Background: an optimization exercise with open tools, aiming at small area, a short achievable clock period and few clock cycles per item. Do not read the settings as production practice. RTL that was checked went through simulation tests only; none was proved equivalent to the original. Power is estimated from default activity; no workload was simulated.

Design wib_transpose8, start of the top module:
module wib_transpose8 (
    input  wire        clk,
    input  wire        rst,         
    input  wire        in_valid,
    output wire        in_ready,
    input  wire [63:0] in_data,
    output wire        out_valid,
    input  wire        out_ready,
    output wire [63:0] out_data,
    output wire        out_last     
);
export LEC_CHECK = 0
export CAP_MARGIN = 20
export CORE_MARGIN = 2
export CORE_UTILIZATION = 55
export PLACE_DENSITY = 0.65
export SETUP_SLACK_MARGIN = 5
export SLEW_MARGIN = 20
create_clock -name core_clock -period 8.5 [get_ports {clk}]
standard.sh (not shown) runs the stock make flow with config.mk's settings and CLKGATE_MAP_FILE= SYNTH_SCRIPT=/design/flow/synth_recipe.tcl, a recipe that flattens the netlist after the stock synthesis.
==> flow/flow/run.sh <==
#!/bin/bash
# Standard ORFS layout with two changes: port buffers use buf_2 instead of the
# default pick, and clock-tree sinks are clustered into larger groups.
set -euo pipefail
export BUFFER_PORTS_ARGS="-buffer_cell sky130_fd_sc_hd__buf_2"
export CTS_ARGS="-sink_clustering_enable -repair_clock_nets -sink_clustering_size 20 -sink_clustering_max_diameter 45 -sink_buffer_max_cap_derate 1.0 -buf_list {sky130_fd_sc_hd__clkbuf_8 sky130_fd_sc_hd__clkbuf_16}"
bash standard.sh > standard.log 2>&1
Testbench counts at the start, summed over its fixed seeds: cycles 18,240, blocks 64.
Rerun with:
--- a/flow/flow/run.sh
+++ b/flow/flow/run.sh
@@ -6 +6,2 @@
-export CTS_ARGS="-sink_clustering_enable -repair_clock_nets -sink_clustering_size 20 -sink_clustering_max_diameter 45 -sink_buffer_max_cap_derate 1.0 -buf_list {sky130_fd_sc_hd__clkbuf_8 sky130_fd_sc_hd__clkbuf_16}"
+export CTS_ARGS="-sink_clustering_enable -repair_clock_nets -sink_clustering_size 20 -sink_clustering_max_diameter 45 -sink_buffer_max_cap_derate 1.0 -root_buf sky130_fd_sc_hd__clkbuf_16 -tree_buf sky130_fd_sc_hd__clkbuf_16 -buf_list {sky130_fd_sc_hd__clkbuf_8 sky130_fd_sc_hd__clkbuf_16}"
+export SETUP_SLACK_MARGIN=5.6
- SETUP_SLACK_MARGIN: 5 -> not set
Outcome:
- The changed run finished clean
- cell count hardly moves
- worst setup slack gains 0.27 ns
- clock-buffer cell count does not change
- power barely changes
- wire length hardly moves
- sequential power barely changes
- area after synthesis is unchanged
- utilization barely changes


Setup of JK:
wib_transpose8, a different RTL version from the one above (not shown whole).
For scale: roughly 15000 cells after synthesis, roughly 13000 flip-flops, about 140 I/O pins, ~280000 µm² of cells after synthesis.
clock: 8.5 ns
lec_check: 0
cap_margin: 20
core_margin: 2
core_utilization: 60
place_density: 0.72
slew_margin: 20
==> flow/flow/run.sh <==
#!/bin/bash
# The standard ORFS layout (standard.sh, standard synthesis unchanged)
# with these changes:
#  - port buffers are buf_2 cells (the default pick is a slow delay cell);
#  - timing repair aims for 5.6 ns of setup slack.
# The make output goes to standard.log; ORFS keeps each step's log under
# orfs/logs/.
set -euo pipefail
export BUFFER_PORTS_ARGS="-buffer_cell sky130_fd_sc_hd__buf_2"
export CTS_ARGS="-sink_clustering_enable -repair_clock_nets -sink_clustering_size 20 -sink_clustering_max_diameter 45 -sink_buffer_max_cap_derate 1.0 -root_buf sky130_fd_sc_hd__clkbuf_16 -tree_buf sky130_fd_sc_hd__clkbuf_16 -buf_list {sky130_fd_sc_hd__clkbuf_8 sky130_fd_sc_hd__clkbuf_16}"
export SETUP_SLACK_MARGIN=5.6
bash standard.sh > standard.log 2>&1
Testbench counts of JK, summed over its fixed seeds: cycles 18,480, blocks 64.
What MS does differently from JK at the input level:
Settings: a change of PLACE_DENSITY from 0.72 to 0.65; an added SETUP_SLACK_MARGIN of 5; a change of CORE_UTILIZATION from 60 to 55.
==> flow/run.sh (new file) <==
#!/bin/bash
# synth_recipe.tcl (not shown) runs the flow's synth.tcl, then flattens the netlist and writes it again
# the make line also repeats each setting of config.mk as NAME=value (left out here)
make -C /OpenROAD-flow-scripts/flow DESIGN_CONFIG=/design/flow/config.mk WORK_HOME=/design/flow/orfs CLKGATE_MAP_FILE= SYNTH_SCRIPT=/design/flow/synth_recipe.tcl finish
removed: flow/flow/run.sh
removed: flow/standard.sh
MS went all the way through synthesis, placement and routing and the layout is clean on timing, DRC and antenna. The initial antenna violation count in MS was lower than what JK gave. On proportion of cell area spent on the clock network: MS sits above JK. On fraction of cell area in non-clock buffers, MS and JK are neck and neck. Comparing MS and JK, the higher data arrival at the endpoint of the critical path was measured on MS.


== onyx ==
wib_transpose8, a different RTL version from the one above (not shown whole).
For scale: ~11000 flip-flops, roughly 140 I/O pins, ~250000 um^2 of cells after synthesis.
export LEC_CHECK = 0
export CAP_MARGIN = 20
export CORE_MARGIN = 2
export CORE_UTILIZATION = 55
export PLACE_DENSITY = 0.65
export SLEW_MARGIN = 20
create_clock -name core_clock -period 8.5 [get_ports {clk}]
==> flow/flow/run.sh <==
#!/bin/bash
# Standard ORFS layout with two changes: port buffers use buf_2 instead of the
# default pick, and clock-tree sinks are clustered into larger groups.
set -euo pipefail
export BUFFER_PORTS_ARGS="-buffer_cell sky130_fd_sc_hd__buf_2"
export CTS_ARGS="-sink_clustering_enable -repair_clock_nets -sink_clustering_size 30 -sink_clustering_max_diameter 55 -sink_buffer_max_cap_derate 1.0 -root_buf sky130_fd_sc_hd__clkbuf_16 -tree_buf sky130_fd_sc_hd__clkbuf_16 -buf_list {sky130_fd_sc_hd__clkbuf_16}"
export SETUP_SLACK_MARGIN=5.6
bash standard.sh > standard.log 2>&1
Testbench counts of onyx, summed over its fixed seeds: cycles 18,232, blocks 64.
Modified inputs, garnet compared to onyx
==> flow/flow/run.sh <==
#!/bin/bash
# Standard ORFS layout with two changes: port buffers use buf_2 instead of the
# default pick, and clock-tree sinks are clustered into larger groups.
set -euo pipefail
export BUFFER_PORTS_ARGS="-buffer_cell sky130_fd_sc_hd__buf_2"
export CTS_ARGS="-sink_clustering_enable -repair_clock_nets -sink_clustering_size 20 -sink_clustering_max_diameter 45 -sink_buffer_max_cap_derate 1.0 -root_buf sky130_fd_sc_hd__clkbuf_16 -tree_buf sky130_fd_sc_hd__clkbuf_16 -buf_list {sky130_fd_sc_hd__clkbuf_8 sky130_fd_sc_hd__clkbuf_16}"
export SETUP_SLACK_MARGIN=5.6
bash standard.sh > standard.log 2>&1
Notes after the runs:
garnet reached the final stage; the timing, design-rule and antenna checks on its layout passed. From onyx to garnet the numbers moved as follows: utilization after layout saw a decrease; internal power fell by 3.3%; number of cells in the finished layout apart from fillers grew by 240; register share of total power grew by 2.2 points. garnet vs onyx — mean routed wirelength per cell dropped 0.93%.


RTL: one of the versions met above, not the one the previous note started from.
For scale: about 14000 cells after synthesis, roughly 140 I/O pins, roughly 250000 um2 of cells after synthesis.
Settings: LEC_CHECK=0, CAP_MARGIN=20, CORE_MARGIN=2, CORE_UTILIZATION=55, PLACE_DENSITY=0.65, SLEW_MARGIN=20; clock period 8.5 ns.
==> flow/flow/run.sh <==
#!/bin/bash
# Standard ORFS layout with two changes: port buffers use buf_2 instead of the
# default pick, and clock-tree sinks are clustered into larger groups.
set -euo pipefail
export BUFFER_PORTS_ARGS="-buffer_cell sky130_fd_sc_hd__buf_2"
export CTS_ARGS="-sink_clustering_enable -repair_clock_nets -sink_clustering_size 20 -sink_clustering_max_diameter 45 -sink_buffer_max_cap_derate 1.0 -root_buf sky130_fd_sc_hd__clkbuf_16 -buf_list {sky130_fd_sc_hd__clkbuf_8 sky130_fd_sc_hd__clkbuf_16}"
export SETUP_SLACK_MARGIN=5.5
bash standard.sh > standard.log 2>&1
The first run completed without violations.
Testbench counts at the start, summed over its fixed seeds: cycles 18,240, blocks 64.
Edit:
==> flow/flow/run.sh (replaced) <==
#!/bin/bash
# Standard ORFS layout with two changes: port buffers use buf_2 instead of the
# default pick, and clock-tree sinks are clustered into larger groups.
set -euo pipefail
export BUFFER_PORTS_ARGS="-buffer_cell sky130_fd_sc_hd__buf_2"
export CTS_ARGS="-sink_clustering_enable -repair_clock_nets -sink_clustering_size 20 -sink_clustering_max_diameter 45 -sink_buffer_max_cap_derate 1.0 -buf_list {sky130_fd_sc_hd__clkbuf_8 sky130_fd_sc_hd__clkbuf_16}"
export SETUP_SLACK_MARGIN=5.4
bash standard.sh > standard.log 2>&1
=>
- sequential share of layout area grows by 0.20 points
- die area is unchanged
- routed wire length shrinks by 0.33%
- utilization shrinks by 0.15 points
- first-iteration DRC count shrinks by 1.2%
- maximum frequency shrinks by 3.3%
- synthesized cell count does not change


== the reference run ==
Another version of the RTL of wib_transpose8 (not shown whole).
Size: about 11,000 flip-flops, roughly 240,000 um^2 of cells after synthesis.
clock: 8.5 ns
lec_check: 0
cap_margin: 20
core_margin: 2
core_utilization: 60
place_density: 0.72
slew_margin: 20
==> flow/flow/run.sh <==
#!/bin/bash
# The standard ORFS layout (standard.sh, standard synthesis unchanged)
# with these changes:
#  - port buffers are buf_2 cells (the default pick is a slow delay cell);
#  - timing repair aims for 5.6 ns of setup slack.
# The make output goes to standard.log; ORFS keeps each step's log under
# orfs/logs/.
set -euo pipefail
export BUFFER_PORTS_ARGS="-buffer_cell sky130_fd_sc_hd__buf_2"
export CTS_ARGS="-sink_clustering_enable -repair_clock_nets -sink_clustering_size 20 -sink_clustering_max_diameter 45 -sink_buffer_max_cap_derate 1.0 -root_buf sky130_fd_sc_hd__clkbuf_16 -tree_buf sky130_fd_sc_hd__clkbuf_16 -buf_list {sky130_fd_sc_hd__clkbuf_8 sky130_fd_sc_hd__clkbuf_16}"
export SETUP_SLACK_MARGIN=5.35
bash standard.sh > standard.log 2>&1
Testbench counts of the reference run, summed over its fixed seeds: cycles 18,224, blocks 64.
Relative to the reference run, the following input files were edited for the trial run:
-- flow/flow/run.sh --
<<< the reference run, line 11
export SETUP_SLACK_MARGIN=5.35
>>> the trial run, line 11
export SETUP_SLACK_MARGIN=5.6
Sequential share of layout area: the trial run and the reference run compared, lower one is the trial run. The trial run against the reference run: global-route wire length before repair went up; time the worst path needs with I/O delays and setup went down. In the trial run relative to the reference run, count of non-CTS buffers in the layout had gone up by a few percent.


Another version of the RTL of wib_transpose8 (not shown whole).
Size: roughly 15000 cells after synthesis, roughly 11000 flip-flops, ~260000 µm² of cells after synthesis.
Settings: LEC_CHECK=0, CAP_MARGIN=20, CORE_MARGIN=2, CORE_UTILIZATION=25, PLACE_DENSITY=0.35, SLEW_MARGIN=20; clock period 8.5 ns.
run.sh (not shown) runs the stock make flow with config.mk's settings and CLKGATE_MAP_FILE= SYNTH_SCRIPT=/design/flow/synth_recipe.tcl, a recipe that flattens the netlist after the stock synthesis.
Stock flow here: none of the scripts above is used.
The baseline completed with no timing, DRC or antenna violations.
==> next run, changes <==
CORE_UTILIZATION = 55   (was 25)
CTS_BUF_LIST = sky130_fd_sc_hd__clkbuf_4 sky130_fd_sc_hd__clkbuf_8   (was default)
CTS_CLUSTER_SIZE = 30   (was default)
PLACE_DENSITY = 0.65   (was 0.35)
SETUP_SLACK_MARGIN = 4.5   (was default)
Hold slack gets better by 4.7 ps.
Clock power went down by about a fifth.
Worst setup slack gets better by 1100 ps.
Sequential cell count stays the same.
Clock-buffer cell count increases by 807.
Final area fell by a few percent.
Power fell by a few percent.
Sequential share of layout area goes up by 3.5 points.
No functional check of the RTL was part of any run of this note.


wib_transpose8 with an RTL version that a note above also has.
For scale: ~14,000 cells after synthesis, roughly 11,000 flip-flops.
export LEC_CHECK = 0
export CAP_MARGIN = 20
export CORE_MARGIN = 2
export CORE_UTILIZATION = 55
export PLACE_DENSITY = 0.65
export SETUP_SLACK_MARGIN = 5
export SLEW_MARGIN = 20
create_clock -name core_clock -period 8.5 [get_ports {clk}]
Testbench counts at the start, summed over its fixed seeds: cycles 18,224, blocks 64.
Edit:
==> flow/flow/run.sh (new file) <==
#!/bin/bash
# Standard ORFS layout with two changes: port buffers use buf_2 instead of the
# default pick, and clock-tree sinks are clustered into larger groups.
set -euo pipefail
export BUFFER_PORTS_ARGS="-buffer_cell sky130_fd_sc_hd__buf_2"
export CTS_ARGS="-sink_clustering_enable -repair_clock_nets -sink_clustering_size 20 -sink_clustering_max_diameter 45 -sink_buffer_max_cap_derate 1.0 -root_buf sky130_fd_sc_hd__clkbuf_16 -tree_buf sky130_fd_sc_hd__clkbuf_16 -buf_list {sky130_fd_sc_hd__clkbuf_8 sky130_fd_sc_hd__clkbuf_16}"
export SETUP_SLACK_MARGIN=5.6
bash standard.sh > standard.log 2>&1
==> flow/standard.sh (new file) <==
#!/bin/bash
# synth_recipe.tcl (not shown) runs the flow's synth.tcl, then flattens the netlist and writes it again
# the make line also repeats each setting of config.mk as NAME=value (left out here)
make -C /OpenROAD-flow-scripts/flow DESIGN_CONFIG=/design/flow/config.mk WORK_HOME=/design/flow/orfs CLKGATE_MAP_FILE= SYNTH_SCRIPT=/design/flow/synth_recipe.tcl "${@:-finish}"
CORE_UTILIZATION = 60   (was 55)
PLACE_DENSITY = 0.72   (was 0.65)
SETUP_SLACK_MARGIN = not set   (was 5)
removed: flow/run.sh
=> The changed run completed with no timing, DRC or antenna violations; first-iteration DRC count goes up by 10%; via count is lower by 2.0%; die area drops by 8.3%; worst setup slack improved by 0.20 ns; final cell count shrinks by 5.0%; combinational power hardly moves; global-route usage rose by 0.90 points; synthesized cell count does not change; clock power decreases by 38%; area after synthesis stays the same.
Edit:
CORE_UTILIZATION = 55   (was 60)
PLACE_DENSITY = 0.65   (was 0.72)
After rerunning: Fmax hardly moves; worst setup slack got worse by 0.0031 ns; power climbs by about 0.3%; design area climbs by 0.39%.
Edit:
--- a/flow/flow/run.sh
+++ b/flow/flow/run.sh
@@ -6,3 +6,3 @@
 export CTS_ARGS="-sink_clustering_enable -repair_clock_nets -sink_clustering_size 20 -sink_clustering_max_diameter 45 -sink_buffer_max_cap_derate 1.0 -root_buf sky130_fd_sc_hd__clkbuf_16 -tree_buf sky130_fd_sc_hd__clkbuf_16 -buf_list {sky130_fd_sc_hd__clkbuf_8 sky130_fd_sc_hd__clkbuf_16}"
-export SETUP_SLACK_MARGIN=5.6
+export SETUP_SLACK_MARGIN=6.0
 bash standard.sh > standard.log 2>&1
After rerunning: Synthesized area is unchanged; fmax goes up by 0.72%; clock skew goes down by 0.014 ns; clock power barely changes; total power goes up by 0.35%; routed wire length goes up by 0.43%; worst hold slack gains 0.014 ns; non-clock buffer count goes up by 80; worst setup slack gains 0.023 ns.


Setup of job 2180:
wib_transpose8 again, from the RTL that the note above started with.
## wib_transpose8
module wib_transpose8 (
    input  wire        clk,
    input  wire        rst,         
    input  wire        in_valid,
    output wire        in_ready,
    input  wire [63:0] in_data,
    output wire        out_valid,
    input  wire        out_ready,
    output wire [63:0] out_data,
    output wire        out_last     
);
==> flow/config.mk <==
export PLATFORM = sky130hd
export DESIGN_NAME = wib_transpose8
export DESIGN_NICKNAME = wib_transpose8
export VERILOG_FILES = /design/flow/design.v
export SDC_FILE = /design/flow/constraint.sdc
export NUM_CORES = 8
export LEC_CHECK = 0
export CAP_MARGIN = 20
export CORE_MARGIN = 2
export CORE_UTILIZATION = 60
export PLACE_DENSITY = 0.72
export SLEW_MARGIN = 20
==> flow/constraint.sdc <==
create_clock -name core_clock -period 8.5 [get_ports {clk}]
set_input_delay 1.7000 -clock core_clock [delete_from_list [all_inputs] [get_ports {clk}]]
set_output_delay 1.7000 -clock core_clock [all_outputs]
set_load 0.01 [all_outputs]
standard.sh (not shown) runs the stock make flow with config.mk's settings and CLKGATE_MAP_FILE= SYNTH_SCRIPT=/design/flow/synth_recipe.tcl, a recipe that flattens the netlist after the stock synthesis.
==> flow/flow/run.sh <==
#!/bin/bash
# The standard ORFS layout (standard.sh, standard synthesis unchanged)
# with these changes:
#  - port buffers are buf_2 cells (the default pick is a slow delay cell);
#  - timing repair aims for 5.6 ns of setup slack.
# The make output goes to standard.log; ORFS keeps each step's log under
# orfs/logs/.
set -euo pipefail
export BUFFER_PORTS_ARGS="-buffer_cell sky130_fd_sc_hd__buf_2"
export CTS_ARGS="-sink_clustering_enable -repair_clock_nets -sink_clustering_size 20 -sink_clustering_max_diameter 45 -sink_buffer_max_cap_derate 1.0 -root_buf sky130_fd_sc_hd__clkbuf_16 -tree_buf sky130_fd_sc_hd__clkbuf_16 -buf_list {sky130_fd_sc_hd__clkbuf_8 sky130_fd_sc_hd__clkbuf_16}"
export SETUP_SLACK_MARGIN=5.45
bash standard.sh > standard.log 2>&1
Testbench counts of job 2180, summed over its fixed seeds: cycles 18,224, blocks 64.
The inputs of job 2918 differ from those of job 2180 as listed below.
# job 2180
export LEC_CHECK = 0
export CAP_MARGIN = 20
export CORE_MARGIN = 2
export CORE_UTILIZATION = 60
export PLACE_DENSITY = 0.72
export SLEW_MARGIN = 20
create_clock -name core_clock -period 8.5 [get_ports {clk}]
# job 2918
export LEC_CHECK = 0
export CAP_MARGIN = 20
export CORE_MARGIN = 2
export CORE_UTILIZATION = 55
export PLACE_DENSITY = 0.65
export SLEW_MARGIN = 20
create_clock -name core_clock -period 8.5 [get_ports {clk}]
==> flow/flow/run.sh <==
#!/bin/bash
# Standard ORFS layout with two changes: port buffers use buf_2 instead of the
# default pick, and clock-tree sinks are clustered into larger groups.
set -euo pipefail
export BUFFER_PORTS_ARGS="-buffer_cell sky130_fd_sc_hd__buf_2"
export CTS_ARGS="-sink_clustering_enable -repair_clock_nets -sink_clustering_size 20 -sink_clustering_max_diameter 45 -sink_buffer_max_cap_derate 1.0 -distance_between_buffers 100 -root_buf sky130_fd_sc_hd__clkbuf_16 -tree_buf sky130_fd_sc_hd__clkbuf_16 -buf_list {sky130_fd_sc_hd__clkbuf_8 sky130_fd_sc_hd__clkbuf_16}"
export SETUP_SLACK_MARGIN=5.6
bash standard.sh > standard.log 2>&1
==> comparison <==
From job 2180 to job 2918 the numbers moved as follows: clock network fraction of design power moved up; fmax moved down; sequential fraction of total cell area moved down; register-to-register slack moved up. Between job 2180 and job 2918, the difference in setup clock skew after layout is negligible. On job 2918: finished layout cell area is about 0.8% higher than what job 2180 gave. Lower final period utilization goes to job 2180 over job 2918. Going from job 2180 to job 2918, count of clock-net buffers in the final layout grew by a few percent. Buffer count excluding the clock tree in the final layout: job 2918 vs job 2180 up 5.4%.

what the ideal ports hide:
Ports are ideal in the flow. The routed layouts listed here were re-timed in OpenROAD.
Step 1: set_driving_cell puts a clkbuf_16 on clk and a buf_2 on each other input, an assumption about the parent block.
Step 2 times the ports against the registers' clock, not the clock port: input delays grow and output delays shrink by t, the midpoint of the rising clock arrivals with the driver on.
a / b / c = ideal ports / drivers / drivers and shift; a / b = the first two.
| run | t (ns) | slack for setup (ns) | worst hold slack (ns) | worst setup path at the end | slew at the worst register clock pin (ns) |
|---|---|---|---|---|---|
| the first run of note 1 | 1.245 | 4.996 / 4.996 / 4.395 | 0.302 / 0.302 / 0.302 | input to register | 0.12 / 0.12 |
| the second run of note 1 | 1.165 | 5.261 / 5.147 / 4.687 | 0.284 / 0.284 / 0.284 | input to register | 0.12 / 0.12 |
| JK | 1.172 | 5.154 / 5.036 / 4.561 | 0.311 / 0.311 / 0.311 | input to register | 0.12 / 0.12 |
| MS | 1.241 | 5.104 / 4.980 / 3.806 | 0.276 / 0.276 / 0.276 | input to register | 0.07 / 0.07 |
| onyx | 1.144 | 5.264 / 5.154 / 4.887 | 0.304 / 0.304 / 0.304 | input to register | 0.11 / 0.11 |
| garnet | 1.121 | 5.258 / 5.149 / 4.956 | 0.287 / 0.287 / 0.287 | input to register | 0.12 / 0.12 |
| the first run of note 4 | 1.160 | 5.252 / 5.132 / 4.714 | 0.299 / 0.299 / 0.299 | input to register | 0.12 / 0.12 |
| the second run of note 4 | 1.248 | 5.142 / 5.025 / 4.458 | 0.304 / 0.304 / 0.304 | input to register | 0.12 / 0.12 |
| the reference run | 1.127 | 5.232 / 5.115 / 4.390 | 0.302 / 0.302 / 0.302 | input to register | 0.12 / 0.12 |
| the trial run | 1.131 | 5.243 / 5.131 / 4.618 | 0.304 / 0.304 / 0.304 | input to register | 0.12 / 0.12 |
| the first run of note 6 | 1.175 | 3.462 / 3.576 / 2.401 | 0.274 / 0.274 / 0.274 | input to register | 0.08 / 0.08 |
| the second run of note 6 | 1.416 | 4.596 / 4.519 / 3.263 | 0.278 / 0.278 / 0.278 | input to register | 0.07 / 0.07 |
| the first run of note 7 | 1.167 | 5.044 / 4.933 / 4.074 | 0.260 / 0.260 / 0.260 | input to register | 0.07 / 0.07 |
| the second run of note 7 | 1.131 | 5.243 / 5.131 / 4.618 | 0.304 / 0.304 / 0.304 | input to register | 0.12 / 0.12 |
| the third run of note 7 | 1.123 | 5.240 / 5.125 / 4.571 | 0.295 / 0.295 / 0.295 | input to register | 0.12 / 0.12 |
| the fourth run of note 7 | 1.126 | 5.263 / 5.147 / 4.724 | 0.309 / 0.309 / 0.309 | input to register | 0.12 / 0.12 |
| job 2180 | 1.134 | 5.236 / 5.122 / 4.488 | 0.298 / 0.298 / 0.298 | input to register | 0.12 / 0.12 |
| job 2918 | 1.341 | 5.033 / 4.918 / 4.549 | 0.297 / 0.297 / 0.297 | input to register | 0.12 / 0.12 |
After both steps setup and hold are still met in every run listed. The setup slack of the second run of note 6, which loses most, moves by -0.077 ns with the drivers and by -1.333 ns with both steps.
